From an optimization exercise on the open Yosys and OpenROAD flow, aimed at small area, a short achievable clock period and few clock cycles per item; shortcuts taken in it are not production practice. Only simulation tests tie the RTL to the original design; equivalence was not proved. No activity file was given, so power comes from the tool's default toggle rates.

### flow/config.mk
export PLATFORM = sky130hd
export DESIGN_NAME = uecp_frame_dec
export DESIGN_NICKNAME = uecp_frame_dec
export VERILOG_FILES = /design/flow/design.v
export SDC_FILE = /design/flow/constraint.sdc
export NUM_CORES = 4
export LEC_CHECK = 0
export CAP_MARGIN = 20
export CORE_MARGIN = 2
export CORE_UTILIZATION = 35
export SETUP_SLACK_MARGIN = 1.85
export SLEW_MARGIN = 20
### flow/constraint.sdc
create_clock -name core_clock -period 3.5 [get_ports {clk}]
set_input_delay 0.7000 -clock core_clock [delete_from_list [all_inputs] [get_ports {clk}]]
set_output_delay 0.7000 -clock core_clock [all_outputs]
set_load 0.01 [all_outputs]
### flow/design.v
module uecp_frame_dec (
    input  wire       clk,
    input  wire       rst,
    input  wire       in_valid,
    output wire       in_ready,
    input  wire [7:0] in_data,
    input  wire       in_last,
    output reg        res_valid,
    input  wire       res_ready,
    output reg  [2:0] res_status,
    output wire [9:0] res_site,
    output wire [5:0] res_enc,
    output wire [7:0] res_seq,
    output wire [7:0] res_mel,
    output wire [7:0] res_nelem
);
    localparam [2:0] ST_OK      = 3'd0;
    localparam [2:0] ST_UNKNOWN = 3'd1;
    localparam [2:0] ST_CRC     = 3'd2;
    localparam [2:0] ST_SHORT   = 3'd4;
    localparam [1:0] W_CODE  = 2'd0;   
    localparam [1:0] W_SKIPC = 2'd1;   
    localparam [1:0] W_SKIPL = 2'd2;   
    localparam [1:0] W_LEN   = 2'd3;   
    function [6:0] lut;
        input [7:0] b;
        input       off;
        reg c01, c02, c03, c07, c0A, c13, c1A, c16, c0D, c19, c1C, c2D, c17;
        begin
            c01 = off ? (b == 8'h04) : (b == 8'h01);
            c02 = off ? (b == 8'h05) : (b == 8'h02);
            c03 = off ? (b == 8'h06) : (b == 8'h03);
            c07 = off ? (b == 8'h0A) : (b == 8'h07);
            c0A = off ? (b == 8'h0D) : (b == 8'h0A);
            c13 = off ? (b == 8'h16) : (b == 8'h13);
            c1A = off ? (b == 8'h1D) : (b == 8'h1A);
            c16 = off ? (b == 8'h19) : (b == 8'h16);
            c0D = off ? (b == 8'h10) : (b == 8'h0D);
            c19 = off ? (b == 8'h1C) : (b == 8'h19);
            c1C = off ? (b == 8'h1F) : (b == 8'h1C);
            c2D = off ? (b == 8'h30) : (b == 8'h2D);
            c17 = off ? (b == 8'h1A) : (b == 8'h17);
            lut[6] = c16 | c19 | c1C;
            lut[5] = c2D | c17;
            lut[4] = c0A | c13 | c16;
            lut[3] = c02 | c0D;
            lut[2] = c01;
            lut[1] = c02 | c03 | c07 | c1A | c0A | c13;
            lut[0] = c03 | c07 | c1A | c16 | c19 | c1C;
        end
    endfunction
    function [15:0] crc_step;
        input [15:0] a_in;
        input [7:0]  c;
        reg   [15:0] a;
        begin
            a = {a_in[7:0], a_in[15:8]};
            a = a ^ {8'h00, c};
            a = a ^ {12'h000, a[7:4]};
            a = a ^ {a[3:0], 12'h000};
            a = a ^ {3'b000, a[7:0], 5'b00000};
            crc_step = a;
        end
    endfunction
    reg        rdy;           
    reg        first;         
    reg        esc;           
    reg  [7:0] u_r;           
    reg  [6:0] l_r;           
    reg        uz_r, u1_r;    
    reg        uv_r;          
    reg        end_r;         
    reg        endesc_r;      
    reg        rst_r;         
    reg        pend;          
    assign in_ready = rdy;
    wire accept = in_valid && rdy;
    wire mid    = !first && !in_last;
    always @(posedge clk) begin
        if (rst) begin
            first <= 1'b1;
            esc   <= 1'b0;
        end else if (accept) begin
            first <= in_last;
            esc   <= mid && !esc && (in_data == 8'hFD);
        end
    end
    always @(posedge clk)
        rst_r <= rst;
    wire end_nx = accept && in_last;
    always @(posedge clk) begin
        if (rst) begin
            uv_r  <= 1'b0;
            end_r <= 1'b0;
        end else begin
            uv_r  <= accept && mid && (esc || in_data != 8'hFD);
            end_r <= end_nx;
        end
    end
    always @(posedge clk) begin
        u_r      <= esc ? (in_data + 8'hFD) : in_data;
        l_r      <= lut(in_data, esc);
        uz_r     <= esc ? (in_data == 8'h03) : (in_data == 8'h00);
        u1_r     <= esc ? (in_data == 8'h04) : (in_data == 8'h01);
        endesc_r <= esc;
    end
    wire u_go = uv_r;
    wire e_go = end_r;
    wire       lskip1 = l_r[6];
    wire       lv     = l_r[5] || l_r[3:0] != 4'd0;    
    wire       llen   = l_r[5];
    wire       lskipl = l_r[4];
    wire [3:0] lskip  = l_r[3:0];
    reg [15:0] crc;
    reg        crc_ok;        
    reg  [2:0] ph;            
    reg        inb;           
    reg  [7:0] addr_hi, addr_lo, seq, mel;
    reg  [6:0] nelem;         
    reg  [7:0] body_rem;
    reg  [1:0] wstate;
    reg        werr;
    reg  [7:0] skip;
    reg        skip1;         
    assign res_site  = {addr_hi, addr_lo[7:6]};
    assign res_enc   = addr_lo[5:0];
    assign res_seq   = seq;
    assign res_mel   = mel;
    assign res_nelem = {1'b0, nelem};
    reg [2:0] verdict;
    always @(*) begin
        if (endesc_r || ph < 3'd2)
            verdict = ST_SHORT;
        else if (!crc_ok)
            verdict = ST_CRC;
        else if (ph != 3'd6)
            verdict = ST_SHORT;
        else if (werr)
            verdict = ST_UNKNOWN;
        else if (wstate != W_CODE)
            verdict = ST_SHORT;
        else
            verdict = ST_OK;
    end
    wire ok  = !endesc_r && crc_ok && ph == 3'd6 && !werr && wstate == W_CODE;
    wire busy  = res_valid && !res_ready;
    wire put_e = e_go && !busy;            
    wire put_p = pend && !busy;            
    wire clr   = (put_e && !ok) || put_p;
    wire res_valid_nx = busy || put_e || put_p;
    wire pend_nx      = busy && (pend || e_go);
    wire first_nx     = accept ? in_last : first;
    wire rdy_nx       = first_nx ? !(pend_nx || (end_nx && res_valid_nx))
                                 : !(res_valid_nx || end_nx || pend_nx);
    always @(posedge clk) begin
        if (rst) begin
            res_valid <= 1'b0;
            pend      <= 1'b0;
            rdy       <= 1'b1;
        end else begin
            res_valid <= res_valid_nx;
            pend      <= pend_nx;
            rdy       <= rdy_nx;
        end
    end
    always @(posedge clk)
        if (put_e || put_p)
            res_status <= put_e ? verdict : ST_SHORT;
    wire [15:0] crc_nx = crc_step(crc, u_r);
    always @(posedge clk) begin
        if (rst_r || e_go) begin
            crc    <= 16'hFFFF;
            crc_ok <= 1'b0;
            ph     <= 3'd0;
            inb    <= 1'b0;
        end else if (u_go) begin
            crc    <= crc_nx;
            crc_ok <= (crc_nx == 16'h1D0F);
            if (!ph[2] || (ph == 3'd4 && !inb) || ph == 3'd5)
                ph <= ph + 3'd1;
            if (ph == 3'd3)
                inb <= !uz_r;
            else if (inb && body_rem == 8'd1)
                inb <= 1'b0;
        end
    end
    always @(posedge clk) begin
        if (u_go) begin
            if (ph == 3'd3)
                body_rem <= u_r;
            else
                body_rem <= body_rem - 8'd1;
        end
    end
    always @(posedge clk) begin
        if (clr) begin
            addr_hi <= 8'd0;
            addr_lo <= 8'd0;
            seq     <= 8'd0;
            mel     <= 8'd0;
        end else if (u_go && !ph[2]) begin
            addr_hi <= addr_lo;
            addr_lo <= seq;
            seq     <= mel;
            mel     <= u_r;
        end
    end
    wire b_go = u_go && inb && !werr;
    always @(posedge clk) begin
        if (clr || (u_go && ph == 3'd3))
            nelem <= 7'd0;
        else if (b_go && ((wstate == W_SKIPC && skip1) || (wstate == W_LEN && uz_r)))
            nelem <= nelem + 7'd1;        
    end
    always @(posedge clk) begin
        if (rst_r || e_go) begin
            wstate <= W_CODE;
            werr   <= 1'b0;
        end else if (b_go) begin
            case (wstate)
                W_CODE: begin
                    if (!lv)
                        werr <= 1'b1;
                    else if (llen)
                        wstate <= W_LEN;
                    else
                        wstate <= lskipl ? W_SKIPL : W_SKIPC;
                end
                W_SKIPC, W_SKIPL: begin
                    if (skip1)
                        wstate <= (wstate == W_SKIPL) ? W_LEN : W_CODE;
                end
                W_LEN: begin
                    if (!uz_r)
                        wstate <= W_SKIPC;
                    else
                        wstate <= W_CODE;
                end
            endcase
        end
    end
    always @(posedge clk) begin
        if (b_go) begin
            case (wstate)
                W_CODE:  begin skip <= {4'd0, lskip}; skip1 <= lskip1;         end
                W_LEN:   begin skip <= u_r;           skip1 <= u1_r;           end
                default: begin skip <= skip - 8'd1;   skip1 <= (skip == 8'd2); end
            endcase
        end
    end
endmodule
### flow/flow/run.sh
#!/bin/bash
# Standard layout, with the I/O port buffers built from a small buffer cell
# instead of the delay cell buffer_ports picks on its own. Synthesis is the
# standard one (standard.sh synth), so the registers keep their names.
set -euo pipefail
bash standard.sh synth > synth.log 2>&1
bash standard.sh BUFFER_PORTS_ARGS="-buffer_cell sky130_fd_sc_hd__buf_2" finish > layout.log 2>&1
### flow/standard.sh
#!/bin/bash
# synth_recipe.tcl (not shown) runs the flow's synth.tcl, then flattens the netlist and writes it again
# the make line also repeats each setting of config.mk as NAME=value (left out here)
make -C /OpenROAD-flow-scripts/flow DESIGN_CONFIG=/design/flow/config.mk WORK_HOME=/design/flow/orfs CLKGATE_MAP_FILE= SYNTH_SCRIPT=/design/flow/synth_recipe.tcl "${@:-finish}"
==> tab_implementation.tex, run 1 <==
\begin{tabular}{lr}
\hline
Metric & Value \\
\hline
\multicolumn{2}{l}{\textbf{Run status}} \\
Status & timing/DRC/antenna clean \\
\multicolumn{2}{l}{\textbf{Global route}} \\
First-pass GRT wire length & roughly 19,000 um \\
Remaining global-route overflow & 0 \\
Global router's overall resource usage & 0.152 \\
Antenna violations before repair & 0 \\
Maximum number of pins on one net before global-route repair & 33 \\
Vias in the first global route & approximately 3,900 \\
\multicolumn{2}{l}{\textbf{Clock network}} \\
CTS Hold Buffers Added & 0 \\
Clock-pin slew of the registers on the worst-case setup and hold paths & around 70 ps \\
Buffers from clock root to sink, at most & 2 \\
Clock H-tree levels & 3 \\
Clock latency on the worst-skew pair & about 350 ps \\
CTS Root Cell & clkbuf\_16 \\
Number of sinks on the clock net & 108 \\
Clock tree from TritonCTS & done \\
Cts bufs inserted & 9 \\
\multicolumn{2}{l}{\textbf{Drt}} \\
Number of nets with antenna violations after detailed routing & 0 \\
Drt first-iter violations & 280 \\
Total DRC errors in the routed layout & 0 \\
Detailed-route wire length & between 10,000 and 15,000 um \\
Number of vias per cell after detailed routing & between 5 and 6 \\
Average routed wire per standard cell & roughly 15 um \\
DR pass1 iterations & 4 \\
Overall via count from detail\_route & between 4,000 and 5,000 \\
\multicolumn{2}{l}{\textbf{Worst setup path}} \\
Stage delay of the slowest cell on the critical path & $\sim$300 ps \\
Worst Setup End Kind & register \\
Series of cell instances along the critical path & buf\_2 > inv\_1 > ha\_1 > nand3\_1 > nor3\_1 > a22oi\_1 > nor2\_1 \\
Startpoint Class & primary input \\
Critical path fanouts, max & 6 \\
Worst endpoint required time & 3780 ps \\
Crit path max-delay family & simple AND/OR/NAND/NOR gates \\
Critical path type & primary input to register \\
Worst path buffer plus inverter count & 2 \\
Arr. time, crit path & approximately 1900 ps \\
Slowest stage cell, crit path & nor3\_1 \\
\multicolumn{2}{l}{\textbf{STA}} \\
RSZ-0062 raised after global routing & true \\
Fmax & roughly 630 MHz \\
Hold violation count in the final report & 0 \\
Max-slew violation count & 0 \\
Post-Route Skew & about 12 ps \\
Crit share post-route & 0.454 \\
Slew at the pin closest to its max-slew limit & 730 ps \\
Max-slew headroom at the worst pin & 0.512 \\
Setup TNS & 0 ps \\
Clock period minus final worst setup slack & around 1600 ps \\
Setup Viol. Count Final & 0 \\
\multicolumn{2}{l}{\textbf{Pwr}} \\
Power per unit of standard cell area & between 400 and 500 mW/mm2 \\
Maximum VDD drop & between 0.2 and 0.25 mV \\
P\_leak & approximately 2.3 nW \\
\multicolumn{2}{l}{\textbf{Run}} \\
Maximum Capacitance Violations & 0 \\
\multicolumn{2}{l}{\textbf{Synth}} \\
Synth warn & 1 \\
Flip-flop cell with the highest count after synthesis & dfxtp\_1 \\
Share of synthesized area occupied by flip-flops and latches & 0.463 \\
Gate count after technology mapping & 560 \\
Post-synthesis async set-or-reset flop share & 0 \\
Synthesized area divided by synthesized cell count & about 9.1 um2 \\
Netlist area before placement & $\sim$0.0051 mm2 \\
Post-Synthesis Net Count & 591 \\
Synth cell types & 58 \\
Number of enable flip-flop cells after synthesis & 20 \\
Synth Register Bits & roughly 110 \\
\multicolumn{2}{l}{\textbf{Floorplanning}} \\
Die ar. & 0.0156 mm2 \\
Number of rows created at floorplan & 44 \\
Initial core utilization & 0.355 \\
Floorplan die height & approximately 120 um \\
I/O pins & between 50 and 60 \\
Core ar. & about 0.014 mm2 \\
Die outline width & 125 um \\
\multicolumn{2}{l}{\textbf{Finish}} \\
Area growth from synthesis to layout & 20.7\% \\
Share of post-route cells with drive strength above 1 & 0.230 \\
Most frequent cells in the layout & 96 x nand2\_1, 77 x dfxtp\_1, 56 x buf\_2, 50 x a21oi\_1, 45 x nor2\_1 \\
FF/Latch Area & roughly 0.0024 mm2 \\
Total of fill cells in the finished design & between 1,000 and 1,500 \\
Area of the multi-input gates & 0.00271 mm2 \\
Final-stage net count & $\sim$650 \\
Antenna diode count & 0 \\
Non-filler instance count after layout & about 800 \\
Most common library cell in the layout ignoring fill and taps & nand2\_1 \\
\multicolumn{2}{l}{\textbf{Placement}} \\
Total half-perimeter wirelength after legalization and detailed placement & 7770 um \\
Instance count after placement with tap cells included & 774 \\
Final RePlAce weighted congestion & $\sim$0.86 \\
Count of buffers from port buffering & 56 \\
\multicolumn{2}{l}{\textbf{Hold path}} \\
Worst min-delay path category & register to register \\
\hline
\end{tabular}
-- cell usage after synthesis, drive strengths merged, types with 2 or more instances --
master | n | share of area
nand2 | 97 | 0.071
dfxtp | 88 | 0.35
a21oi | 51 | 0.050
nor2 | 48 | 0.036
xnor2 | 38 | 0.074
o21ai | 26 | 0.025
edfxtp | 20 | 0.12
ha | 18 | 0.044
inv | 17 | 0.012
clkbuf | 15 | 0.011
buf | 14 | 0.015
xor2 | 14 | 0.027
nor3 | 13 | 0.013
a31oi | 8 | 0.0098
mux2i | 8 | 0.016
nor4 | 8 | 0.011
a221oi | 7 | 0.013
nand2b | 7 | 0.0086
nor2b | 7 | 0.0086
nand3 | 6 | 0.0059
nor4b | 6 | 0.013
nand3b | 5 | 0.0098
nand4 | 5 | 0.0061
nor3b | 4 | 0.0078
a22oi | 3 | 0.0044
a211oi | 2 | 0.0039
and3 | 2 | 0.0025
nand4b | 2 | 0.0034
o31ai | 2 | 0.0039
or3 | 2 | 0.0025
-- logic make-up (layout without fill, tap and decap cells) --
logic type	count (synthesis)	after routing	share of synthesized area
and+or+nand+nor	218	218	0.209
DFF	108	108	0.463
buffers and inverters	46	108	0.0387
muxes	9	9	0.0179
adders and majority gates	18	18	0.0441
xor gates and xnor gates	52	52	0.101
other	1	1	0.000735
AOI/OAI and AO/OA	108	108	0.126
-- power breakdown --
| part | internal [mW] | switching, mW |
|---|---|---|
| Combinational | 0.0791 | 0.107 |
| Clock | 0.546 | 0.453 |
| Sequential | 1.29 | 0.0303 |
-- routing by layer --
metal	vias up	track usage	wire length, um
li1	2035	-	-
met1	1927	0.193	5430
met2	100	0.249	5690
met3	15	0.0460	603
met4	0	0.0436	189
met5	-	0	0
-- layout make-up --
type | count | share of cell area
Multi-Input combinational cell | 406 | 0.439
Sequential cell | 108 | 0.387
Timing Repair Buffer | 74 | 0.0772
Clock buffer | 13 | 0.0441
Tap cell | 184 | 0.0374
Inverter | 17 | 0.0114
Clock inverter | 3 | 0.00305
Timing Repair inverter | 1 | 0.000812
-- state kept, by name, indices dropped and copies added (netlist names), 2 cells and up --
| register | flops |
|---|---|
| l_r | 7 |
| nelem | 7 |
| u_r | 8 |
| addr_hi | 8 |
| body_rem | 8 |
| ph | 3 |
| seq | 8 |
| res_status | 3 |
| crc | 16 |
| wstate | 2 |
| skip | 8 |
| addr_lo | 8 |
| mel | 8 |
-- worst register-to-register path, stage by stage, from the launching register on --
cell and delay, ps:
dfxtp_2 350, inv_2 50, ha_2 180, and3_4 190, a211oi_4 200, buf_4 150
buf_12 100, nand2b_4 170, nor2_1 70
-- path summary, 6_finish.rpt --
| kind | startpoint | endpoint | cells after the start | slack (ps) |
|---|---|---|---|---|
| min | addr_hi[5] | addr_hi[5] | 2 | 450 |
| max | in_data[1] | esc | 7 | 1910 |
| min reg2reg | addr_hi[5] | addr_hi[5] | 2 | 450 |
| max reg2reg | ph[0] | nelem[3] | 8 | 1920 |
-- stage by stage --
step / power (mW) / util / setup slack [ps] / hold slack, ps / instance area, um2
after floorplan: 1.46 / - / 1780 / 332 / 5140
after global placement: 1.51 / 0.385 / 1450 / 439 / 5530
after global routing: 2.59 / 0.429 / 1830 / 475 / 6160
final: 2.50 / 0.429 / 1910 / 454 / 6160
after detailed placement: 1.51 / 0.385 / 1370 / 445 / 5530
after CTS: 2.51 / 0.417 / 1830 / 454 / 5990
-- what timing repair did --
item,in CTS,in global routing
gates resized for setup,23,31
endpoints found under the setup margin,63,37
cloned,2,0
pin swaps,2,5
buffers inserted,5,9
hold endpoints to repair,0,0
Testbench counts, summed over its fixed seeds: cycles 39,609, frames 384.
==> run 2: changes to the inputs <==
--- a/flow/config.mk
+++ b/flow/config.mk
@@ -8,5 +8,6 @@
 export CAP_MARGIN = 20
 export CORE_MARGIN = 2
 export CORE_UTILIZATION = 35
+export GPL_TIMING_DRIVEN = 0
 export SETUP_SLACK_MARGIN = 1.85
 export SLEW_MARGIN = 20
==> run 2 against run 1 <==
Effect of this change: critical path depth shrank 6; fmax shrank 0.81%; clock power is essentially flat; design area shrank 0.71%; core utilization shrank 0.30 points; final cell count grew 1.5%; worst hold slack lost 89 ps; synthesized cell count is the same; sequential power is essentially flat; via count grew 0.78%; clock skew grew 3.8 ps; die area is the same; critical endpoint is now res_nelem[1]; largest cell class unchanged.
==> tab_implementation.tex, run 2 <==
\begin{tabular}{lr}
\hline
Metric & Value \\
\hline
\multicolumn{2}{l}{\textbf{Drt}} \\
Overall via count from detail\_route & 4,109 (was 4,077) \\
Average routed wire per standard cell & 14.2 um (was 14.8 um) \\
Total DRC errors in the routed layout & 0 (unchanged) \\
Drt first-iter violations & 207 (was 280) \\
Number of vias per cell after detailed routing & 5.02 (was 5.06) \\
Detailed-route wire length & 11,700 um (was 11,900 um) \\
Number of nets with antenna violations after detailed routing & 0 (unchanged) \\
DR pass1 iterations & 4 (unchanged) \\
\multicolumn{2}{l}{\textbf{Pwr}} \\
Part of the power in combinational logic & 0.073 (was 0.074) \\
Clock power frac & 0.405 (was 0.399) \\
Net Sw Power & 0.622 mW (was 0.590 mW) \\
Post-layout power & 2.52 mW (was 2.50 mW) \\
Switching power share of the total & 0.246 (was 0.236) \\
Power per unit of standard cell area & 413 mW/mm2 (was 406 mW/mm2) \\
Maximum VDD drop & 0.215 mV (was 0.234 mV) \\
Sequential fraction of design power & 0.522 (was 0.526) \\
Power Internal & 1.90 mW (was 1.91 mW) \\
P\_leak & 2.36 nW (was 2.34 nW) \\
\multicolumn{2}{l}{\textbf{Hold path}} \\
Worst min-delay path category & register to register (unchanged) \\
\multicolumn{2}{l}{\textbf{STA}} \\
Hold violation count in the final report & 0 (unchanged) \\
Max-slew headroom at the worst pin & 0.600 (was 0.512) \\
Setup Viol. Count Final & 0 (unchanged) \\
Worst path setup slack after routing & 1900 ps (was 1910 ps) \\
Fmax & 624 MHz (was 630 MHz) \\
Clock period minus final worst setup slack & 1600 ps (was 1590 ps) \\
Setup TNS & 0 ps (unchanged) \\
Max-slew violation count & 0 (unchanged) \\
RSZ-0062 raised after global routing & true (unchanged) \\
Slew at the pin closest to its max-slew limit & 594 ps (was 730 ps) \\
Post-Route Skew & 15.8 ps (was 12.0 ps) \\
Crit share post-route & 0.458 (was 0.454) \\
\multicolumn{2}{l}{\textbf{Clock network}} \\
Clock-pin slew of the registers on the worst-case setup and hold paths & 70 ps (about the same) \\
Clock tree from TritonCTS & done (unchanged) \\
Number of sinks on the clock net & 108 (unchanged) \\
Clock latency on the worst-skew pair & 360 ps (was 350 ps) \\
Cts bufs inserted & 9 (unchanged) \\
CTS Root Cell & clkbuf\_16 (unchanged) \\
Buffers from clock root to sink, at most & 2 (unchanged) \\
Clock H-tree levels & 3 (unchanged) \\
CTS Hold Buffers Added & 0 (unchanged) \\
\multicolumn{2}{l}{\textbf{Finish}} \\
Most frequent cells in the layout & 97 x nand2\_1, 80 x dfxtp\_1, 58 x buf\_2, 51 x a21oi\_1, 47 x nor2\_1 (was 96 x nand2\_1, 77 x dfxtp\_1, 56 x buf\_2, 50 x a21oi\_1, 45 x nor2\_1) \\
Most common library cell in the layout ignoring fill and taps & nand2\_1 (unchanged) \\
Flip-flop count of the largest register after layout & 16 (unchanged) \\
Antenna diode count & 0 (unchanged) \\
Final-stage net count & 660 (was 648) \\
Area growth from synthesis to layout & 19.8\% (was 20.7\%) \\
Most flop-heavy register & crc (unchanged) \\
Non-filler instance count after layout & 818 (was 806) \\
Share of post-route cells with drive strength above 1 & 0.218 (was 0.230) \\
\multicolumn{2}{l}{\textbf{Synth}} \\
Library cell with the largest summed area after synthesis & dfxtp\_1 (unchanged) \\
Area share of the leading cell type in the synthesized netlist & 0.345 (unchanged) \\
Synth Register Bits & 108 (unchanged) \\
Leading cell types by total area after synthesis & dfxtp\_1 35\%, edfxtp\_1 12\%, nand2\_1 7.1\% (unchanged) \\
Flip-flop cell with the highest count after synthesis & dfxtp\_1 (unchanged) \\
Synth cell types & 58 (unchanged) \\
Netlist area before placement & 0.00510 mm2 (unchanged) \\
Post-Synthesis Net Count & 591 (unchanged) \\
Count leader, synth & nand2\_1 (unchanged) \\
Synthesized area divided by synthesized cell count & 9.12 um2 (unchanged) \\
Gate count after technology mapping & 560 (unchanged) \\
Number of enable flip-flop cells after synthesis & 20 (unchanged) \\
Most common library cells after synthesis & 97 x nand2\_1, 88 x dfxtp\_1, 51 x a21oi\_1 (unchanged) \\
Synth warn & 1 (unchanged) \\
Share of synthesized area occupied by flip-flops and latches & 0.463 (unchanged) \\
Post-synthesis async set-or-reset flop share & 0 (unchanged) \\
\multicolumn{2}{l}{\textbf{Worst setup path}} \\
Critical path fanouts, max & 5 (was 6) \\
Arr. time, crit path & 900 ps (was 1870 ps) \\
Stage delay of the slowest cell on the critical path & 390 ps (was 300 ps) \\
Worst path buffer plus inverter count & 1 (was 2) \\
Series of cell instances along the critical path & buf\_2 (was buf\_2 > inv\_1 > ha\_1 > nand3\_1 > nor3\_1 > a22oi\_1 > nor2\_1) \\
Startpoint Class & register (was primary input) \\
Critical path type & register to output pin (was primary input to register) \\
Worst endpoint required time & 2800 ps (was 3780 ps) \\
Slowest stage cell, crit path & dfxtp\_1 (was nor3\_1) \\
Worst Setup End Kind & output pin (was register) \\
Crit path max-delay family & flip-flops (was simple AND/OR/NAND/NOR gates) \\
\multicolumn{2}{l}{\textbf{Placement}} \\
Final RePlAce weighted congestion & 0.896 (was 0.856) \\
Total half-perimeter wirelength after legalization and detailed placement & 8290 um (was 7770 um) \\
Setup slack after placement & 1470 ps (was 1370 ps) \\
Count of buffers from port buffering & 53 (was 56) \\
Instance count after placement with tap cells included & 797 (was 774) \\
\multicolumn{2}{l}{\textbf{Global route}} \\
GR met3 Demand/Resource & 0.0382 (was 0.0460) \\
Maximum number of pins on one net before global-route repair & 20 (was 33) \\
M1 GR Usage & 0.191 (was 0.193) \\
Met2 Resource Use GR & 0.252 (was 0.249) \\
Busiest layer in global routing & met2 (unchanged) \\
Global router's overall resource usage & 0.151 (was 0.152) \\
Vias in the first global route & 4,003 (was 3,888) \\
First-pass GRT wire length & 19,300 um (about the same) \\
Antenna violations before repair & 0 (unchanged) \\
Remaining global-route overflow & 0 (unchanged) \\
\multicolumn{2}{l}{\textbf{Floorplanning}} \\
I/O pins & 58 (unchanged) \\
Die ar. & 0.0156 mm2 (unchanged) \\
Core ar. & 0.0144 mm2 (unchanged) \\
Floorplan die height & 125 um (unchanged) \\
Initial core utilization & 0.355 (unchanged) \\
Die outline width & 125 um (unchanged) \\
Number of rows created at floorplan & 44 (unchanged) \\
\multicolumn{2}{l}{\textbf{Run}} \\
Maximum Capacitance Violations & 0 (unchanged) \\
\multicolumn{2}{l}{\textbf{Run status}} \\
Status & timing/DRC/antenna clean (unchanged) \\
\hline
\end{tabular}
## run 2: cell counts after synthesis
Identical to the previous run, type by type.
## run 2: cell type report
cell class / count / area (um2)
buffer: 29 / 173
clock buffer: 10 / 250
clock inverter: 6 / 48.8
fill: 1409 / 8250
inverter: 17 / 63.8
multi-input combinational: 406 / 2670
sequential: 108 / 2370
tap: 184 / 230
timing repair buffer: 58 / 309
## run 2: power by group through the flow
stage	combinational, mW	clock [mW]	sequential, mW
finish	0.185	1.02	1.32
detailed placement	0.175	0	1.35
global placement	0.172	0	1.35
CTS	0.181	1.05	1.32
global route	0.204	1.10	1.32
floorplan	0.118	0	1.34
## run 2: logic make-up after synthesis
| group | count (synthesis) | share of synthesized area |
|---|---|---|
| adder cells (fa/ha/maj) | 18 | 0.0441 |
| AND/OR/NAND/NOR | 218 | 0.209 |
| other | 1 | 0.000735 |
| flip-flops | 108 | 0.463 |
| buffers and inverters | 46 | 0.0387 |
| multiplexers | 9 | 0.0179 |
| XOR/XNOR | 52 | 0.101 |
| AO/OA/AOI/OAI | 108 | 0.126 |
## run 2: worst paths after layout
path | end | slack, ps | from | depth (start not counted)
hold / removal | endesc_r | 370 | esc | 0
setup reg to reg | seq[2] | 1950 | wstate[0] | 7
hold reg to reg | endesc_r | 370 | esc | 0
setup / recovery | res_nelem[1] | 1900 | nelem[1] | 1
## run 2: metrics by stage
stage,hold slack (ps),util,cell area [um2]
after floorplan,332,-,5140
after global routing,378,0.426,6120
after CTS,363,0.417,5990
final,365,0.426,6120
after global placement,343,0.392,5640
after detailed placement,351,0.392,5640
## run 2: metal layers
layer | vias up | share of wire
met2 | 90 | 0.49
met3 | 9 | 0.043
met4 | 0 | 0.0082
li1 | 2068 | -
met1 | 1942 | 0.46
met5 | - | 0
## run 2: what timing repair did
item                                    in CTS  in global routing
buffers inserted                             2                  3
pin swaps                                    1                  3
gates resized for setup                     15                 37
endpoints found under the setup margin      64                 64
==> run 3: changes to the inputs <==
--- a/flow/config.mk
+++ b/flow/config.mk
@@ -7,7 +7,6 @@
 export LEC_CHECK = 0
 export CAP_MARGIN = 20
 export CORE_MARGIN = 2
-export CORE_UTILIZATION = 35
-export GPL_TIMING_DRIVEN = 0
+export CORE_UTILIZATION = 30
 export SETUP_SLACK_MARGIN = 1.85
 export SLEW_MARGIN = 20
==> run 3 against run 2 <==
Effect of this change: clock skew shrank 5.3 ps; via count shrank 2.3%; critical path depth up 7; die area rose by 16%; flip-flop and latch count is the same; global-route usage decreased by 2.0 points; fmax is 0.51% lower.
==> tab_implementation.tex, run 3 <==
\begin{tabular}{lr}
\hline
Metric & Value \\
\hline
\multicolumn{2}{l}{\textbf{Finish}} \\
Antenna diode count & 0 (unchanged) \\
Flip-flop count of the largest register after layout & 16 (unchanged) \\
Share of post-route cells with drive strength above 1 & 0.235 (was 0.218) \\
Most frequent cells in the layout & 96 x nand2\_1, 76 x dfxtp\_1, 56 x buf\_2, 50 x a21oi\_1, 42 x nor2\_1 (was 97 x nand2\_1, 80 x dfxtp\_1, 58 x buf\_2, 51 x a21oi\_1, 47 x nor2\_1) \\
End-of-flow core utilization & 0.375 (was 0.426) \\
Area growth from synthesis to layout & 21.9\% (was 19.8\%) \\
Most flop-heavy register & crc (unchanged) \\
Final-stage net count & 644 (was 660) \\
Most common library cell in the layout ignoring fill and taps & nand2\_1 (unchanged) \\
\multicolumn{2}{l}{\textbf{Worst setup path}} \\
Critical path type & register to register (was register to output pin) \\
Critical path fanouts, max & 7 (was 5) \\
Arr. time, crit path & 1850 ps (was 900 ps) \\
Startpoint Class & register (unchanged) \\
Worst Setup End Kind & register (was output pin) \\
Worst endpoint required time & 3750 ps (was 2800 ps) \\
\multicolumn{2}{l}{\textbf{Drt}} \\
Number of nets with antenna violations after detailed routing & 0 (unchanged) \\
Total DRC errors in the routed layout & 0 (unchanged) \\
Detailed-route wire length & 11,700 um (about the same) \\
Drt first-iter violations & 192 (was 207) \\
Average routed wire per standard cell & 14.0 um (was 14.2 um) \\
Overall via count from detail\_route & 4,014 (was 4,109) \\
Number of vias per cell after detailed routing & 4.79 (was 5.02) \\
DR pass1 iterations & 4 (unchanged) \\
\multicolumn{2}{l}{\textbf{Synth}} \\
Number of enable flip-flop cells after synthesis & 20 (unchanged) \\
Post-synthesis async set-or-reset flop share & 0 (unchanged) \\
Synth warn & 1 (unchanged) \\
Flip-flop cell with the highest count after synthesis & dfxtp\_1 (unchanged) \\
Library cell with the largest summed area after synthesis & dfxtp\_1 (unchanged) \\
Share of synthesized area occupied by flip-flops and latches & 0.463 (unchanged) \\
Synth Register Bits & 108 (unchanged) \\
Complex-gate fraction of the synthesized area & 0.126 (unchanged) \\
Area share of fa/ha/maj cells after synthesis & 0.0441 (unchanged) \\
Area share of the leading cell type in the synthesized netlist & 0.345 (unchanged) \\
Mux cell area share after synthesis & 0.0179 (unchanged) \\
Xor and xnor area share after synthesis & 0.101 (unchanged) \\
Most common library cells after synthesis & 97 x nand2\_1, 88 x dfxtp\_1, 51 x a21oi\_1 (unchanged) \\
Gate count after technology mapping & 560 (unchanged) \\
Synth cell types & 58 (unchanged) \\
Netlist area before placement & 0.00510 mm2 (unchanged) \\
Count leader, synth & nand2\_1 (unchanged) \\
Post-Synthesis Net Count & 591 (unchanged) \\
Dominant combinational cell family by area after synthesis & simple AND/OR/NAND/NOR gates (unchanged) \\
Synthesized area divided by synthesized cell count & 9.12 um2 (unchanged) \\
Leading cell types by total area after synthesis & dfxtp\_1 35\%, edfxtp\_1 12\%, nand2\_1 7.1\% (unchanged) \\
Post-synthesis share of cell area spent on and, or, nand and nor gates & 0.209 (unchanged) \\
\multicolumn{2}{l}{\textbf{Global route}} \\
GR met3 Demand/Resource & 0.0261 (was 0.0382) \\
Busiest layer in global routing & met2 (unchanged) \\
Met2 Resource Use GR & 0.213 (was 0.252) \\
Remaining global-route overflow & 0 (unchanged) \\
Antenna violations before repair & 0 (unchanged) \\
First-pass GRT wire length & 18,900 um (was 19,300 um) \\
Maximum number of pins on one net before global-route repair & 33 (was 20) \\
Vias in the first global route & 3,739 (was 4,003) \\
M1 GR Usage & 0.174 (was 0.191) \\
Global router's overall resource usage & 0.131 (was 0.151) \\
\multicolumn{2}{l}{\textbf{STA}} \\
Post-Route Skew & 10.6 ps (was 15.8 ps) \\
Setup TNS & 0 ps (unchanged) \\
Max-slew violation count & 0 (unchanged) \\
Crit share post-route & 0.460 (was 0.458) \\
Slew at the pin closest to its max-slew limit & 763 ps (was 594 ps) \\
Worst path setup slack after routing & 1890 ps (was 1900 ps) \\
Hold violation count in the final report & 0 (unchanged) \\
Clock period minus final worst setup slack & 1610 ps (was 1600 ps) \\
Setup Viol. Count Final & 0 (unchanged) \\
Max-slew headroom at the worst pin & 0.487 (was 0.600) \\
Fmax & 621 MHz (was 624 MHz) \\
RSZ-0062 raised after global routing & true (unchanged) \\
\multicolumn{2}{l}{\textbf{Clock network}} \\
CTS Hold Buffers Added & 0 (unchanged) \\
CTS Root Cell & clkbuf\_16 (unchanged) \\
Number of sinks on the clock net & 108 (unchanged) \\
Buffers from clock root to sink, at most & 2 (unchanged) \\
Clock latency on the worst-skew pair & 350 ps (was 360 ps) \\
Clock H-tree levels & 3 (unchanged) \\
Cts bufs inserted & 9 (unchanged) \\
Clock-pin slew of the registers on the worst-case setup and hold paths & 80 ps (was 70 ps) \\
Clock tree from TritonCTS & done (unchanged) \\
\multicolumn{2}{l}{\textbf{Placement}} \\
Total half-perimeter wirelength after legalization and detailed placement & 7710 um (was 8290 um) \\
Final RePlAce weighted congestion & 0.827 (was 0.896) \\
Count of buffers from port buffering & 56 (was 53) \\
Setup slack after placement & 1340 ps (was 1470 ps) \\
\multicolumn{2}{l}{\textbf{Run}} \\
Maximum Capacitance Violations & 0 (unchanged) \\
\multicolumn{2}{l}{\textbf{Floorplanning}} \\
Floorplan die height & 134 um (was 125 um) \\
Number of rows created at floorplan & 47 (was 44) \\
Die outline width & 134 um (was 125 um) \\
Core ar. & 0.0166 mm2 (was 0.0144 mm2) \\
Die ar. & 0.0181 mm2 (was 0.0156 mm2) \\
I/O pins & 58 (unchanged) \\
Initial core utilization & 0.308 (was 0.355) \\
\multicolumn{2}{l}{\textbf{Pwr}} \\
Power per unit of standard cell area & 409 mW/mm2 (was 413 mW/mm2) \\
Maximum VDD drop & 0.275 mV (was 0.215 mV) \\
P\_leak & 2.32 nW (was 2.36 nW) \\
Post-layout power & 2.55 mW (was 2.52 mW) \\
\multicolumn{2}{l}{\textbf{Run status}} \\
Status & timing/DRC/antenna clean (unchanged) \\
\multicolumn{2}{l}{\textbf{Hold path}} \\
Worst min-delay path category & register to register (unchanged) \\
\hline
\end{tabular}
## run 3: cell count changes in the layout (fill, tap and decap cells not counted), moves of 3 or more
cell	delta
nor2_1	-5
a221oi_2	-4
a221oi_1	+3
dfxtp_4	+3
inv_1	-5
dfxtp_1	-4
clkbuf_1	-7
ha_4	+3
nor2_2	+5
clkbuf_4	-3
clkbuf_2	-6
## run 3: area by class of cell
class,instances,area (um2)
repair buffers,70,443
clock inverters,5,46.3
inverters,17,72.6
multi-input cells,406,2730
flip-flops and latches,108,2390
well taps,220,275
fillers,1678,10400
clock buffers,11,264
repair inverters,1,5.00
## run 3: worst max-delay path: stages, from the launching register on
cell	delay [ps]
dfxtp_2	350
inv_2	60
ha_2	190
and3_4	190
a211oi_4	220
buf_4	160
buf_12	100
nand2b_4	180
nor2_1	60
## run 3: path summary, 6_finish.rpt
path | to | start | depth (start not counted) | slack (ps)
worst min-delay path | addr_hi[1] | addr_hi[1] | 2 | 450
worst max register to register | nelem[6] | ph[0] | 8 | 1890
worst max-delay path | nelem[6] | ph[0] | 8 | 1890
worst min register to register | addr_hi[1] | addr_hi[1] | 2 | 450
## run 3: stage by stage
| stage | instances | cell area [um2] | hold WS, ps |
|---|---|---|---|
| 5_1_grt | 838 | 6220 | 471 |
| 3_5_place_dp | 810 | 5580 | 446 |
| 4_1_cts | 833 | 6060 | 455 |
| 6_report | 838 | 6220 | 454 |
| 3_3_place_gp | 810 | 5580 | 440 |
| 2_1_floorplan | 560 | 5140 | 332 |
## run 3: kinds of logic after synthesis
group           count (synthesis)
xor+xnor                       52
buf+inv                        46
simple gates                  218
mux                             9
compound gates                108
other cells                     1
fa+ha+maj                      18
flops                         108
## run 3: report_power, final
group | internal [mW] | total [mW] | switching (mW)
Clock | 0.562 | 1.05 | 0.486
Combinational | 0.0791 | 0.186 | 0.107
Sequential | 1.28 | 1.31 | 0.0293
Total | 1.93 | 2.55 | 0.622
## run 3: metal layers
| metal | vias to the layer above | part of all wire |
|---|---|---|
| met3 | 16 | 0.048 |
| met2 | 94 | 0.47 |
| li1 | 2029 | - |
| met5 | - | 0 |
| met4 | 0 | 0.018 |
| met1 | 1875 | 0.47 |
## run 3: what timing repair did
| action | CTS | global route |
|---|---|---|
| cloned | 2 | 0 |
| pin swaps | 2 | 8 |
| gates resized for setup | 22 | 38 |
| buffers inserted | 5 | 5 |
| endpoints found under the setup margin | 60 | 63 |
==> run 4: changes to the inputs <==
--- a/flow/config.mk
+++ b/flow/config.mk
@@ -7,6 +7,7 @@
 export LEC_CHECK = 0
 export CAP_MARGIN = 20
 export CORE_MARGIN = 2
-export CORE_UTILIZATION = 30
-export SETUP_SLACK_MARGIN = 1.85
+export CORE_UTILIZATION = 40
+export GPL_TIMING_DRIVEN = 0
+export SETUP_SLACK_MARGIN = 1.875
 export SLEW_MARGIN = 20
==> run 4 against run 3 <==
Effect of this change: combinational power barely moved; total power down 1.1%; flip-flop and latch count unchanged; synthesized cell count is the same; design area is 1.5% lower; sequential power about the same; worst hold slack got worse by 90 ps; sequential share of layout area grew 0.39 points; critical path depth decreased by 7; clock power barely moved.
==> tab_implementation.tex, run 4 <==
\begin{tabular}{lr}
\hline
Metric & Value \\
\hline
\multicolumn{2}{l}{\textbf{Floorplanning}} \\
I/O pins & 58 (unchanged) \\
Floorplan die height & 117 um (was 134 um) \\
Die outline width & 117 um (was 134 um) \\
Core ar. & 0.0125 mm2 (was 0.0166 mm2) \\
Number of rows created at floorplan & 41 (was 47) \\
Die ar. & 0.0137 mm2 (was 0.0181 mm2) \\
Initial core utilization & 0.408 (was 0.308) \\
\multicolumn{2}{l}{\textbf{Synth}} \\
Synthesized area divided by synthesized cell count & 9.12 um2 (unchanged) \\
Synth cell types & 58 (unchanged) \\
Post-synthesis async set-or-reset flop share & 0 (unchanged) \\
Share of synthesized area occupied by flip-flops and latches & 0.463 (unchanged) \\
Synth Register Bits & 108 (unchanged) \\
Library cell with the largest summed area after synthesis & dfxtp\_1 (unchanged) \\
Synth warn & 1 (unchanged) \\
Area share of the leading cell type in the synthesized netlist & 0.345 (unchanged) \\
Most common library cells after synthesis & 97 x nand2\_1, 88 x dfxtp\_1, 51 x a21oi\_1 (unchanged) \\
Netlist area before placement & 0.00510 mm2 (unchanged) \\
Count leader, synth & nand2\_1 (unchanged) \\
Leading cell types by total area after synthesis & dfxtp\_1 35\%, edfxtp\_1 12\%, nand2\_1 7.1\% (unchanged) \\
Gate count after technology mapping & 560 (unchanged) \\
Flip-flop cell with the highest count after synthesis & dfxtp\_1 (unchanged) \\
Number of enable flip-flop cells after synthesis & 20 (unchanged) \\
Post-Synthesis Net Count & 591 (unchanged) \\
\multicolumn{2}{l}{\textbf{Clock network}} \\
Buffers from clock root to sink, at most & 2 (unchanged) \\
Clock-pin slew of the registers on the worst-case setup and hold paths & 70 ps (was 80 ps) \\
Number of sinks on the clock net & 108 (unchanged) \\
Clock latency on the worst-skew pair & 360 ps (was 350 ps) \\
Cts bufs inserted & 9 (unchanged) \\
Clock tree from TritonCTS & done (unchanged) \\
CTS Hold Buffers Added & 0 (unchanged) \\
Clock H-tree levels & 3 (unchanged) \\
CTS Root Cell & clkbuf\_16 (unchanged) \\
\multicolumn{2}{l}{\textbf{Worst setup path}} \\
Capture instance of the worst register-to-register path & skip[7] (was nelem[6]) \\
Arr. time, crit path & 880 ps (was 1850 ps) \\
Worst endpoint required time & 2800 ps (was 3750 ps) \\
Logic depth of the worst setup path including buffers & 1 (was 8) \\
Last element of the critical path & res\_nelem[3] (was nelem[6]) \\
Critical path fanouts, max & 4 (was 7) \\
Series of cell instances along the critical path & buf\_2 (was inv\_2 > ha\_2 > and3\_4 > a211oi\_4 > buf\_4 > buf\_12 > nand2b\_4 > nor2\_1) \\
Slack of the worst reg-to-reg path & 1920 ps (was 1890 ps) \\
Worst path buffer plus inverter count & 1 (was 3) \\
Critical register-to-register path startpoint & skip[5] (was ph[0]) \\
Worst Reg-to-Reg Cells & 4 (was 8) \\
Critical path type & register to output pin (was register to register) \\
Slowest stage cell, crit path & dfxtp\_1 (was dfxtp\_2) \\
Stage delay of the slowest cell on the critical path & 380 ps (was 350 ps) \\
Crit path max-delay family & flip-flops (was simple AND/OR/NAND/NOR gates) \\
Worst Setup End Kind & output pin (was register) \\
Start point of the critical path & nelem[3] (was ph[0]) \\
Startpoint Class & register (unchanged) \\
\multicolumn{2}{l}{\textbf{Global route}} \\
GR met3 Demand/Resource & 0.0314 (was 0.0261) \\
Busiest layer in global routing & met2 (unchanged) \\
First-pass GRT wire length & 18,100 um (was 18,900 um) \\
Remaining global-route overflow & 0 (unchanged) \\
M1 GR Usage & 0.218 (was 0.174) \\
Met2 Resource Use GR & 0.284 (was 0.213) \\
Global router's overall resource usage & 0.172 (was 0.131) \\
Maximum number of pins on one net before global-route repair & 20 (was 33) \\
Vias in the first global route & 3,736 (was 3,739) \\
Antenna violations before repair & 0 (unchanged) \\
\multicolumn{2}{l}{\textbf{Placement}} \\
Count of buffers from port buffering & 53 (was 56) \\
Total half-perimeter wirelength after legalization and detailed placement & 8150 um (was 7710 um) \\
Final RePlAce weighted congestion & 0.885 (was 0.827) \\
\multicolumn{2}{l}{\textbf{Drt}} \\
Average routed wire per standard cell & 14.0 um (about the same) \\
Number of nets with antenna violations after detailed routing & 0 (unchanged) \\
Total DRC errors in the routed layout & 0 (unchanged) \\
Overall via count from detail\_route & 4,015 (was 4,014) \\
Number of vias per cell after detailed routing & 4.99 (was 4.79) \\
DR pass1 iterations & 7 (was 4) \\
Drt first-iter violations & 233 (was 192) \\
Detailed-route wire length & 11,300 um (was 11,700 um) \\
\multicolumn{2}{l}{\textbf{STA}} \\
Fmax & 633 MHz (was 621 MHz) \\
Setup Viol. Count Final & 0 (unchanged) \\
Crit share post-route & 0.452 (was 0.460) \\
Hold violation count in the final report & 0 (unchanged) \\
Setup TNS & 0 ps (unchanged) \\
Post-Route Skew & 8.00 ps (was 10.6 ps) \\
Slew at the pin closest to its max-slew limit & 522 ps (was 763 ps) \\
Max-slew headroom at the worst pin & 0.649 (was 0.487) \\
Max-slew violation count & 0 (unchanged) \\
Worst hold margin & 364 ps (was 454 ps) \\
Clock period minus final worst setup slack & 1580 ps (was 1610 ps) \\
RSZ-0062 raised after global routing & true (unchanged) \\
\multicolumn{2}{l}{\textbf{Run status}} \\
Status & timing/DRC/antenna clean (unchanged) \\
\multicolumn{2}{l}{\textbf{Pwr}} \\
Post-layout power & 2.52 mW (was 2.55 mW) \\
Power per unit of standard cell area & 411 mW/mm2 (was 409 mW/mm2) \\
P\_leak & 2.36 nW (was 2.32 nW) \\
Maximum VDD drop & 0.222 mV (was 0.275 mV) \\
\multicolumn{2}{l}{\textbf{Hold path}} \\
Worst min-delay path category & register to register (unchanged) \\
\multicolumn{2}{l}{\textbf{Finish}} \\
Final-stage net count & 658 (was 644) \\
Most common library cell in the layout ignoring fill and taps & nand2\_1 (unchanged) \\
Share of post-route cells with drive strength above 1 & 0.217 (was 0.235) \\
Most flop-heavy register & crc (unchanged) \\
Most frequent cells in the layout & 97 x nand2\_1, 80 x dfxtp\_1, 56 x buf\_2, 51 x a21oi\_1, 47 x nor2\_1 (was 96 x nand2\_1, 76 x dfxtp\_1, 56 x buf\_2, 50 x a21oi\_1, 42 x nor2\_1) \\
Flip-flop count of the largest register after layout & 16 (unchanged) \\
Total of fill cells in the finished design & 1,212 (was 1,678) \\
Antenna diode count & 0 (unchanged) \\
Area growth from synthesis to layout & 20.0\% (was 21.9\%) \\
\multicolumn{2}{l}{\textbf{Run}} \\
Maximum Capacitance Violations & 0 (unchanged) \\
\hline
\end{tabular}
run 4: layout make-up:
type                    count  area [um2]  share of cell area
flip-flops and latches    108        2370               0.388
clock buffers              10         250              0.0408
inverters                  17        63.8              0.0104
plain buffers              29         185              0.0302
well taps                 172         215              0.0351
multi-input cells         406        2690               0.439
clock inverters             6        52.6             0.00858
repair buffers             56         294              0.0480
run 4: power by group:
group	internal (mW)	switching, mW	leakage, nW	total, mW
logic	0.0794	0.104	1.33	0.184
registers	1.29	0.0295	0.881	1.32
clock network	0.538	0.481	0.149	1.02
run 4: worst min path at each step:
stage,startpoint,cells after the start,to,slack [ps]
finish,esc,0,endesc_r,360
global route,esc,0,endesc_r,380
CTS,esc,0,endesc_r,370
detailed placement,esc,0,endesc_r,350
global placement,esc,0,endesc_r,340
floorplan,esc,0,endesc_r,330
run 4: logic make-up after synthesis:
logic type	count (synthesis)	synth area share
xor gates and xnor gates	52	0.101
muxes	9	0.0179
other	1	0.000735
adders and majority gates	18	0.0441
AOI/OAI and AO/OA	108	0.126
DFF	108	0.463
buffers and inverters	46	0.0387
and+or+nand+nor	218	0.209
run 4: timing repair:
| action | CTS | global route |
|---|---|---|
| resized for setup | 21 | 37 |
| pin swaps | 1 | 3 |
| setup endpoints to repair | 69 | 63 |
| endpoints found under the hold margin | 0 | 0 |
| buffers inserted | 1 | 2 |
run 4: stage by stage:
stage	setup slack, ps	cell area (um2)	std cells	utilization
6_report	1920	6130	804	0.489
5_1_grt	1810	6130	804	0.489
2_1_floorplan	1780	5140	560	-
3_5_place_dp	1450	5620	785	0.449
4_1_cts	1870	6000	802	0.479
3_3_place_gp	1450	5620	785	0.449
run 4: per-layer routing:
layer | share of wire | vias to the layer above
met2 | 0.48 | 93
li1 | - | 2053
met5 | 0 | -
met3 | 0.036 | 15
met4 | 0.023 | 0
met1 | 0.46 | 1854
==> run 5: changes to the inputs <==
==> flow/flow/run.sh (replaced) <==
#!/bin/bash
# Standard layout with two changes: the I/O port buffers are built from a
# small buffer cell (instead of the delay cell buffer_ports picks on its own),
# and clock tree synthesis inserts no dummy loads. Synthesis is the standard
# one (standard.sh synth), so the registers keep their names.
set -euo pipefail
bash standard.sh synth > synth.log 2>&1
bash standard.sh \
  BUFFER_PORTS_ARGS="-buffer_cell sky130_fd_sc_hd__buf_2" \
  CTS_ARGS="-sink_clustering_enable -repair_clock_nets -dont_use_dummy_load" \
  finish > layout.log 2>&1
--- a/flow/config.mk
+++ b/flow/config.mk
@@ -8,6 +8,5 @@
 export CAP_MARGIN = 20
 export CORE_MARGIN = 2
 export CORE_UTILIZATION = 40
-export GPL_TIMING_DRIVEN = 0
-export SETUP_SLACK_MARGIN = 1.875
+export SETUP_SLACK_MARGIN = 1.8
 export SLEW_MARGIN = 20
==> run 5 against run 4 <==
Effect of this change: still clean on timing, DRC and antenna; worst hold slack gained 89 ps; critical path depth grew 6; wire length is 0.85% higher; fmax down 6.0%; synthesized cell count stayed put; sequential power is essentially flat; setup slack worse by 100 ps; largest cell class unchanged.
==> tab_implementation.tex, run 5 <==
\begin{tabular}{lr}
\hline
Metric & Value \\
\hline
\multicolumn{2}{l}{\textbf{Synth}} \\
Synth cell types & 58 (unchanged) \\
Mux cell area share after synthesis & 0.0179 (unchanged) \\
Flip-flop cell with the highest count after synthesis & dfxtp\_1 (unchanged) \\
Netlist area before placement & 0.00510 mm2 (unchanged) \\
Synth Register Bits & 108 (unchanged) \\
Post-Synthesis Net Count & 591 (unchanged) \\
Share of synthesized area occupied by flip-flops and latches & 0.463 (unchanged) \\
Count leader, synth & nand2\_1 (unchanged) \\
Most common library cells after synthesis & 97 x nand2\_1, 88 x dfxtp\_1, 51 x a21oi\_1 (unchanged) \\
Xor and xnor area share after synthesis & 0.101 (unchanged) \\
Synth warn & 1 (unchanged) \\
Number of enable flip-flop cells after synthesis & 20 (unchanged) \\
Post-synthesis async set-or-reset flop share & 0 (unchanged) \\
Area share of the leading cell type in the synthesized netlist & 0.345 (unchanged) \\
Gate count after technology mapping & 560 (unchanged) \\
Dominant combinational cell family by area after synthesis & simple AND/OR/NAND/NOR gates (unchanged) \\
Area share of fa/ha/maj cells after synthesis & 0.0441 (unchanged) \\
Synthesized area divided by synthesized cell count & 9.12 um2 (unchanged) \\
Post-synthesis share of cell area spent on and, or, nand and nor gates & 0.209 (unchanged) \\
Leading cell types by total area after synthesis & dfxtp\_1 35\%, edfxtp\_1 12\%, nand2\_1 7.1\% (unchanged) \\
Complex-gate fraction of the synthesized area & 0.126 (unchanged) \\
Library cell with the largest summed area after synthesis & dfxtp\_1 (unchanged) \\
\multicolumn{2}{l}{\textbf{Clock network}} \\
Cts bufs inserted & 9 (unchanged) \\
Clock-pin slew of the registers on the worst-case setup and hold paths & 70 ps (about the same) \\
Buffers from clock root to sink, at most & 2 (unchanged) \\
Clock H-tree levels & 3 (unchanged) \\
Clock latency on the worst-skew pair & 350 ps (was 360 ps) \\
CTS Hold Buffers Added & 0 (unchanged) \\
Clock tree from TritonCTS & done (unchanged) \\
Number of sinks on the clock net & 108 (unchanged) \\
CTS Root Cell & clkbuf\_16 (unchanged) \\
\multicolumn{2}{l}{\textbf{Floorplanning}} \\
Die ar. & 0.0137 mm2 (unchanged) \\
Number of rows created at floorplan & 41 (unchanged) \\
Die outline width & 117 um (unchanged) \\
I/O pins & 58 (unchanged) \\
Floorplan die height & 117 um (unchanged) \\
Core ar. & 0.0125 mm2 (unchanged) \\
Initial core utilization & 0.408 (unchanged) \\
\multicolumn{2}{l}{\textbf{Placement}} \\
Post-detailed-placement cell area & 0.00551 mm2 (was 0.00562 mm2) \\
Final RePlAce weighted congestion & 0.865 (was 0.885) \\
Setup slack after placement & 1370 ps (was 1450 ps) \\
Count of buffers from port buffering & 56 (was 53) \\
Total half-perimeter wirelength after legalization and detailed placement & 7690 um (was 8150 um) \\
Instance count after placement with tap cells included & 762 (was 785) \\
\multicolumn{2}{l}{\textbf{Finish}} \\
Total of fill cells in the finished design & 1,225 (was 1,212) \\
Final-stage net count & 644 (was 658) \\
Final instance area & 0.00600 mm2 (was 0.00613 mm2) \\
Most frequent cells in the layout & 96 x nand2\_1, 85 x dfxtp\_1, 56 x buf\_2, 51 x a21oi\_1, 47 x nor2\_1 (was 97 x nand2\_1, 80 x dfxtp\_1, 56 x buf\_2, 51 x a21oi\_1, 47 x nor2\_1) \\
Area growth from synthesis to layout & 17.5\% (was 20.0\%) \\
Antenna diode count & 0 (unchanged) \\
Most common library cell in the layout ignoring fill and taps & nand2\_1 (unchanged) \\
Non-filler instance count after layout & 783 (was 804) \\
End-of-flow core utilization & 0.479 (was 0.489) \\
Area of the multi-input gates & 0.00267 mm2 (was 0.00269 mm2) \\
FF/Latch Area & 0.00237 mm2 (about the same) \\
Most flop-heavy register & crc (unchanged) \\
Share of post-route cells with drive strength above 1 & 0.198 (was 0.217) \\
Flip-flop count of the largest register after layout & 16 (unchanged) \\
\multicolumn{2}{l}{\textbf{Drt}} \\
Total DRC errors in the routed layout & 0 (unchanged) \\
Number of vias per cell after detailed routing & 5.11 (was 4.99) \\
DR pass1 iterations & 4 (was 7) \\
Drt first-iter violations & 307 (was 233) \\
Average routed wire per standard cell & 14.5 um (was 14.0 um) \\
Overall via count from detail\_route & 4,002 (was 4,015) \\
Detailed-route wire length & 11,400 um (was 11,300 um) \\
Number of nets with antenna violations after detailed routing & 0 (unchanged) \\
\multicolumn{2}{l}{\textbf{Worst setup path}} \\
Critical path fanouts, max & 16 (was 4) \\
Startpoint Class & register (unchanged) \\
Critical path type & register to register (was register to output pin) \\
Series of cell instances along the critical path & inv\_1 > ha\_4 > nor4b\_4 > a211oi\_4 > buf\_6 > bufbuf\_16 > a21oi\_1 (was buf\_2) \\
Slowest stage cell, crit path & dfxtp\_1 (unchanged) \\
Arr. time, crit path & 1910 ps (was 880 ps) \\
Stage delay of the slowest cell on the critical path & 380 ps (about the same) \\
Worst Setup End Kind & register (was output pin) \\
Worst endpoint required time & 3730 ps (was 2800 ps) \\
\multicolumn{2}{l}{\textbf{STA}} \\
Post-Route Skew & 16.8 ps (was 8.00 ps) \\
Slew at the pin closest to its max-slew limit & 681 ps (was 522 ps) \\
Hold violation count in the final report & 0 (unchanged) \\
Max-slew violation count & 0 (unchanged) \\
RSZ-0062 raised after global routing & true (unchanged) \\
Crit share post-route & 0.480 (was 0.452) \\
Clock period minus final worst setup slack & 1680 ps (was 1580 ps) \\
Max-slew headroom at the worst pin & 0.544 (was 0.649) \\
Setup Viol. Count Final & 0 (unchanged) \\
Setup TNS & 0 ps (unchanged) \\
Worst path setup slack after routing & 1820 ps (was 1920 ps) \\
Worst hold margin & 452 ps (was 364 ps) \\
Fmax & 595 MHz (was 633 MHz) \\
\multicolumn{2}{l}{\textbf{Pwr}} \\
Power per unit of standard cell area & 393 mW/mm2 (was 411 mW/mm2) \\
P\_leak & 2.27 nW (was 2.36 nW) \\
Maximum VDD drop & 0.240 mV (was 0.222 mV) \\
Post-layout power & 2.36 mW (was 2.52 mW) \\
\multicolumn{2}{l}{\textbf{Global route}} \\
Remaining global-route overflow & 0 (unchanged) \\
Vias in the first global route & 3,737 (was 3,736) \\
First-pass GRT wire length & 18,000 um (was 18,100 um) \\
Antenna violations before repair & 0 (unchanged) \\
Maximum number of pins on one net before global-route repair & 33 (was 20) \\
Global router's overall resource usage & 0.170 (was 0.172) \\
\multicolumn{2}{l}{\textbf{Run}} \\
Maximum Capacitance Violations & 0 (unchanged) \\
\multicolumn{2}{l}{\textbf{Run status}} \\
Status & timing/DRC/antenna clean (unchanged) \\
\multicolumn{2}{l}{\textbf{Hold path}} \\
Worst min-delay path category & register to register (unchanged) \\
\hline
\end{tabular}
## run 5: cell families after synthesis
kind of cell,after synthesis
adders and majority gates,18
DFF,108
buffers and inverters,46
xor gates and xnor gates,52
muxes,9
AOI/OAI and AO/OA,108
other,1
and+or+nand+nor,218
## run 5: area by class of cell
class                           count  share of cell area
Inverter                           17              0.0113
Clock buffer                        9              0.0376
Sequential cell                   108               0.395
Timing Repair inverter              1            0.000835
Multi-Input combinational cell    406               0.445
Tap cell                          172              0.0359
Timing Repair Buffer               70              0.0739
## run 5: power by group
| part | total [mW] | switching (mW) | internal, mW |
|---|---|---|---|
| Combinational | 0.184 | 0.105 | 0.0790 |
| Sequential | 1.32 | 0.0300 | 1.29 |
| Clock | 0.856 | 0.401 | 0.455 |
| Total | 2.36 | 0.537 | 1.82 |
## run 5: timing repair
item                       CTS  global route
resized for setup           16            21
cloned                       2             0
pin swaps                    0             3
setup buffers                3             7
setup endpoints to repair   54            36
## run 5: worst max-delay path, delay by kind of cell, from the launching register on
family	cells	cell delay, ps
buf+inv	3	530
compound gates	2	330
simple gates	1	140
flops	1	380
fa+ha+maj	1	200
## run 5: worst paths after layout
path                            startpoint         end  slack, ps  depth (start not counted)
worst max-delay path             wstate[0]      mel[6]       1820                          7
worst min-delay path            addr_hi[5]  addr_hi[5]        450                          2
worst max register to register   wstate[0]      mel[6]       1820                          7
worst min register to register  addr_hi[5]  addr_hi[5]        450                          2
## run 5: metal layers
layer  vias up  GRT usage  part of all wire
met2        83      0.291              0.49
met4         0     0.0722             0.019
met3        17     0.0227             0.043
li1       2023          -                 -
met5         -          0                 0
met1      1879      0.215              0.45
==> run 6: changes to the inputs <==
--- a/flow/config.mk
+++ b/flow/config.mk
@@ -8,5 +8,6 @@
 export CAP_MARGIN = 20
 export CORE_MARGIN = 2
 export CORE_UTILIZATION = 40
-export SETUP_SLACK_MARGIN = 1.8
+export GPL_TIMING_DRIVEN = 0
+export SETUP_SLACK_MARGIN = 1.85
 export SLEW_MARGIN = 20
==> run 6 against run 5 <==
Effect of this change: synthesized cell count unchanged; die area unchanged; largest cell class unchanged; still clean on timing, DRC and antenna; total power down 0.22%; worst hold slack worse by 95 ps; via count about the same; critical path type is now register to output pin; area after synthesis unchanged.
==> tab_implementation.tex, run 6 <==
\begin{tabular}{lr}
\hline
Metric & Value \\
\hline
\multicolumn{2}{l}{\textbf{Run status}} \\
Status & timing/DRC/antenna clean (unchanged) \\
\multicolumn{2}{l}{\textbf{Worst setup path}} \\
Slowest stage cell, crit path & dfxtp\_1 (unchanged) \\
Critical path fanouts, max & 5 (was 16) \\
Series of cell instances along the critical path & buf\_2 (was inv\_1 > ha\_4 > nor4b\_4 > a211oi\_4 > buf\_6 > bufbuf\_16 > a21oi\_1) \\
Stage delay of the slowest cell on the critical path & 390 ps (was 380 ps) \\
Arr. time, crit path & 890 ps (was 1910 ps) \\
Critical path type & register to output pin (was register to register) \\
Worst Setup End Kind & output pin (was register) \\
Worst endpoint required time & 2800 ps (was 3730 ps) \\
Worst path buffer plus inverter count & 1 (was 3) \\
Crit path max-delay family & flip-flops (was buffers and inverters) \\
Startpoint Class & register (unchanged) \\
\multicolumn{2}{l}{\textbf{Clock network}} \\
Number of sinks on the clock net & 108 (unchanged) \\
CTS Root Cell & clkbuf\_16 (unchanged) \\
Clock H-tree levels & 3 (unchanged) \\
Buffers from clock root to sink, at most & 2 (unchanged) \\
Clock tree from TritonCTS & done (unchanged) \\
CTS Hold Buffers Added & 0 (unchanged) \\
Clock latency on the worst-skew pair & 340 ps (was 350 ps) \\
Clock-pin slew of the registers on the worst-case setup and hold paths & 60 ps (was 70 ps) \\
Cts bufs inserted & 9 (unchanged) \\
\multicolumn{2}{l}{\textbf{Placement}} \\
Total half-perimeter wirelength after legalization and detailed placement & 8170 um (was 7690 um) \\
Final RePlAce weighted congestion & 0.884 (was 0.865) \\
Instance count after placement with tap cells included & 785 (was 762) \\
Count of buffers from port buffering & 53 (was 56) \\
\multicolumn{2}{l}{\textbf{Drt}} \\
Overall via count from detail\_route & 4,001 (was 4,002) \\
Drt first-iter violations & 251 (was 307) \\
Number of nets with antenna violations after detailed routing & 0 (unchanged) \\
Detailed-route wire length & 11,300 um (was 11,400 um) \\
Average routed wire per standard cell & 14.2 um (was 14.5 um) \\
DR pass1 iterations & 4 (unchanged) \\
Number of vias per cell after detailed routing & 5.02 (was 5.11) \\
Total DRC errors in the routed layout & 0 (unchanged) \\
\multicolumn{2}{l}{\textbf{Floorplanning}} \\
I/O pins & 58 (unchanged) \\
Number of rows created at floorplan & 41 (unchanged) \\
Initial core utilization & 0.408 (unchanged) \\
Floorplan die height & 117 um (unchanged) \\
Core ar. & 0.0125 mm2 (unchanged) \\
Die ar. & 0.0137 mm2 (unchanged) \\
Die outline width & 117 um (unchanged) \\
\multicolumn{2}{l}{\textbf{STA}} \\
Max-slew violation count & 0 (unchanged) \\
Worst hold margin & 357 ps (was 452 ps) \\
Setup Viol. Count Final & 0 (unchanged) \\
Crit share post-route & 0.455 (was 0.480) \\
Fmax & 628 MHz (was 595 MHz) \\
RSZ-0062 raised after global routing & true (unchanged) \\
Hold violation count in the final report & 0 (unchanged) \\
Max-slew headroom at the worst pin & 0.511 (was 0.544) \\
Slew at the pin closest to its max-slew limit & 727 ps (was 681 ps) \\
Setup TNS & 0 ps (unchanged) \\
Clock period minus final worst setup slack & 1590 ps (was 1680 ps) \\
Post-Route Skew & 8.78 ps (was 16.8 ps) \\
\multicolumn{2}{l}{\textbf{Finish}} \\
End-of-flow core utilization & 0.480 (was 0.479) \\
Flip-flop count of the largest register after layout & 16 (unchanged) \\
Antenna diode count & 0 (unchanged) \\
Share of post-route cells with drive strength above 1 & 0.197 (was 0.198) \\
Most flop-heavy register & crc (unchanged) \\
Most frequent cells in the layout & 97 x nand2\_1, 81 x dfxtp\_1, 58 x buf\_2, 51 x a21oi\_1, 47 x nor2\_1 (was 96 x nand2\_1, 85 x dfxtp\_1, 56 x buf\_2, 51 x a21oi\_1, 47 x nor2\_1) \\
Non-filler instance count after layout & 797 (was 783) \\
Area growth from synthesis to layout & 17.7\% (was 17.5\%) \\
Final-stage net count & 658 (was 644) \\
Most common library cell in the layout ignoring fill and taps & nand2\_1 (unchanged) \\
\multicolumn{2}{l}{\textbf{Synth}} \\
Share of synthesized area occupied by flip-flops and latches & 0.463 (unchanged) \\
Number of enable flip-flop cells after synthesis & 20 (unchanged) \\
Leading cell types by total area after synthesis & dfxtp\_1 35\%, edfxtp\_1 12\%, nand2\_1 7.1\% (unchanged) \\
Most common library cells after synthesis & 97 x nand2\_1, 88 x dfxtp\_1, 51 x a21oi\_1 (unchanged) \\
Synthesized area divided by synthesized cell count & 9.12 um2 (unchanged) \\
Post-synthesis async set-or-reset flop share & 0 (unchanged) \\
Area share of the leading cell type in the synthesized netlist & 0.345 (unchanged) \\
Synth Register Bits & 108 (unchanged) \\
Netlist area before placement & 0.00510 mm2 (unchanged) \\
Post-Synthesis Net Count & 591 (unchanged) \\
Library cell with the largest summed area after synthesis & dfxtp\_1 (unchanged) \\
Flip-flop cell with the highest count after synthesis & dfxtp\_1 (unchanged) \\
Count leader, synth & nand2\_1 (unchanged) \\
Synth cell types & 58 (unchanged) \\
Gate count after technology mapping & 560 (unchanged) \\
Synth warn & 1 (unchanged) \\
\multicolumn{2}{l}{\textbf{Global route}} \\
First-pass GRT wire length & 18,400 um (was 18,000 um) \\
Antenna violations before repair & 0 (unchanged) \\
Global router's overall resource usage & 0.173 (was 0.170) \\
Remaining global-route overflow & 0 (unchanged) \\
Maximum number of pins on one net before global-route repair & 16 (was 33) \\
Vias in the first global route & 3,757 (was 3,737) \\
\multicolumn{2}{l}{\textbf{Pwr}} \\
Power per unit of standard cell area & 391 mW/mm2 (was 393 mW/mm2) \\
P\_leak & 2.30 nW (was 2.27 nW) \\
Maximum VDD drop & 0.256 mV (was 0.240 mV) \\
\multicolumn{2}{l}{\textbf{Hold path}} \\
Worst min-delay path category & register to register (unchanged) \\
\multicolumn{2}{l}{\textbf{Run}} \\
Maximum Capacitance Violations & 0 (unchanged) \\
\hline
\end{tabular}
run 6: cell counts after synthesis:
No cell type changed its count.
run 6: power breakdown:
part	total [mW]	internal, mW	switching (mW)
clock network	0.850	0.454	0.396
registers	1.32	1.29	0.0296
logic	0.185	0.0791	0.105
total	2.35	1.82	0.531
run 6: what timing repair did:
action                     CTS  global route
setup endpoints to repair   66            60
hold endpoints to repair     0             0
buffers inserted             2             1
pin swaps                    1             3
gates resized for setup     15            30
gates cloned                 0             0
run 6: area by class of cell:
| class | count | area, um2 |
|---|---|---|
| timing repair buffer | 56 | 294 |
| tap | 172 | 215 |
| sequential | 108 | 2370 |
| multi-input combinational | 406 | 2660 |
| inverter | 17 | 63.8 |
| fill | 1258 | 6510 |
| buffer | 29 | 175 |
| clock buffer | 9 | 225 |
run 6: cells by family (layout without fill, tap and decap cells):
group | Yosys count | count (layout) | synth area share
AOI/OAI and AO/OA | 108 | 108 | 0.126
DFF | 108 | 108 | 0.463
muxes | 9 | 9 | 0.0179
adders and majority gates | 18 | 18 | 0.0441
buffers and inverters | 46 | 111 | 0.0387
other | 1 | 1 | 0.000735
xor gates and xnor gates | 52 | 52 | 0.101
and+or+nand+nor | 218 | 218 | 0.209
run 6: worst paths after layout:
check | cells after the start | startpoint | endpoint | slack (ps)
max | 1 | nelem[1] | res_nelem[1] | 1910
min | 0 | esc | endesc_r | 360
max reg2reg | 7 | ph[1] | ph[1] | 1920
min reg2reg | 0 | esc | endesc_r | 360
run 6: per-layer routing:
layer	GRT usage	routed length, um
met1	0.219	5220
met2	0.294	5490
met3	0.0268	387
met4	0.0761	200
met5	0	0
run 6: stage by stage:
| step | setup slack [ps] | instance area [um2] | power (mW) |
|---|---|---|---|
| global placement | 1470 | 5620 | 1.52 |
| global route | 1820 | 6010 | 2.45 |
| detailed placement | 1420 | 5620 | 1.52 |
| floorplan | 1780 | 5140 | 1.46 |
| CTS | 1850 | 5900 | 2.37 |
| finish | 1910 | 6010 | 2.35 |

[static timing again, ports no longer ideal]
No port has a modelled driver above. Below, the same layouts with a new extraction and two added sets of constraints. Step 1 assumes that a clkbuf_16 drives the clock port and a buf_2 every other input. Step 2 also shifts input and output timing later by t, the mid clock arrival at the registers, as if the neighbouring blocks saw the same clock. a / b / c = ideal ports / drivers / drivers and shift; a / b = the first two.
run	t, ns	slack for setup (ns)
run 1	0.385	1.912 / 1.881 / 1.544
run 2	0.392	1.899 / 1.861 / 1.562
run 3	0.382	1.890 / 1.878 / 1.574
run 4	0.391	1.920 / 1.880 / 1.582
run 5	0.377	1.819 / 1.819 / 1.555
run 6	0.380	1.908 / 1.869 / 1.595
After both steps setup and hold are still met in every run listed.
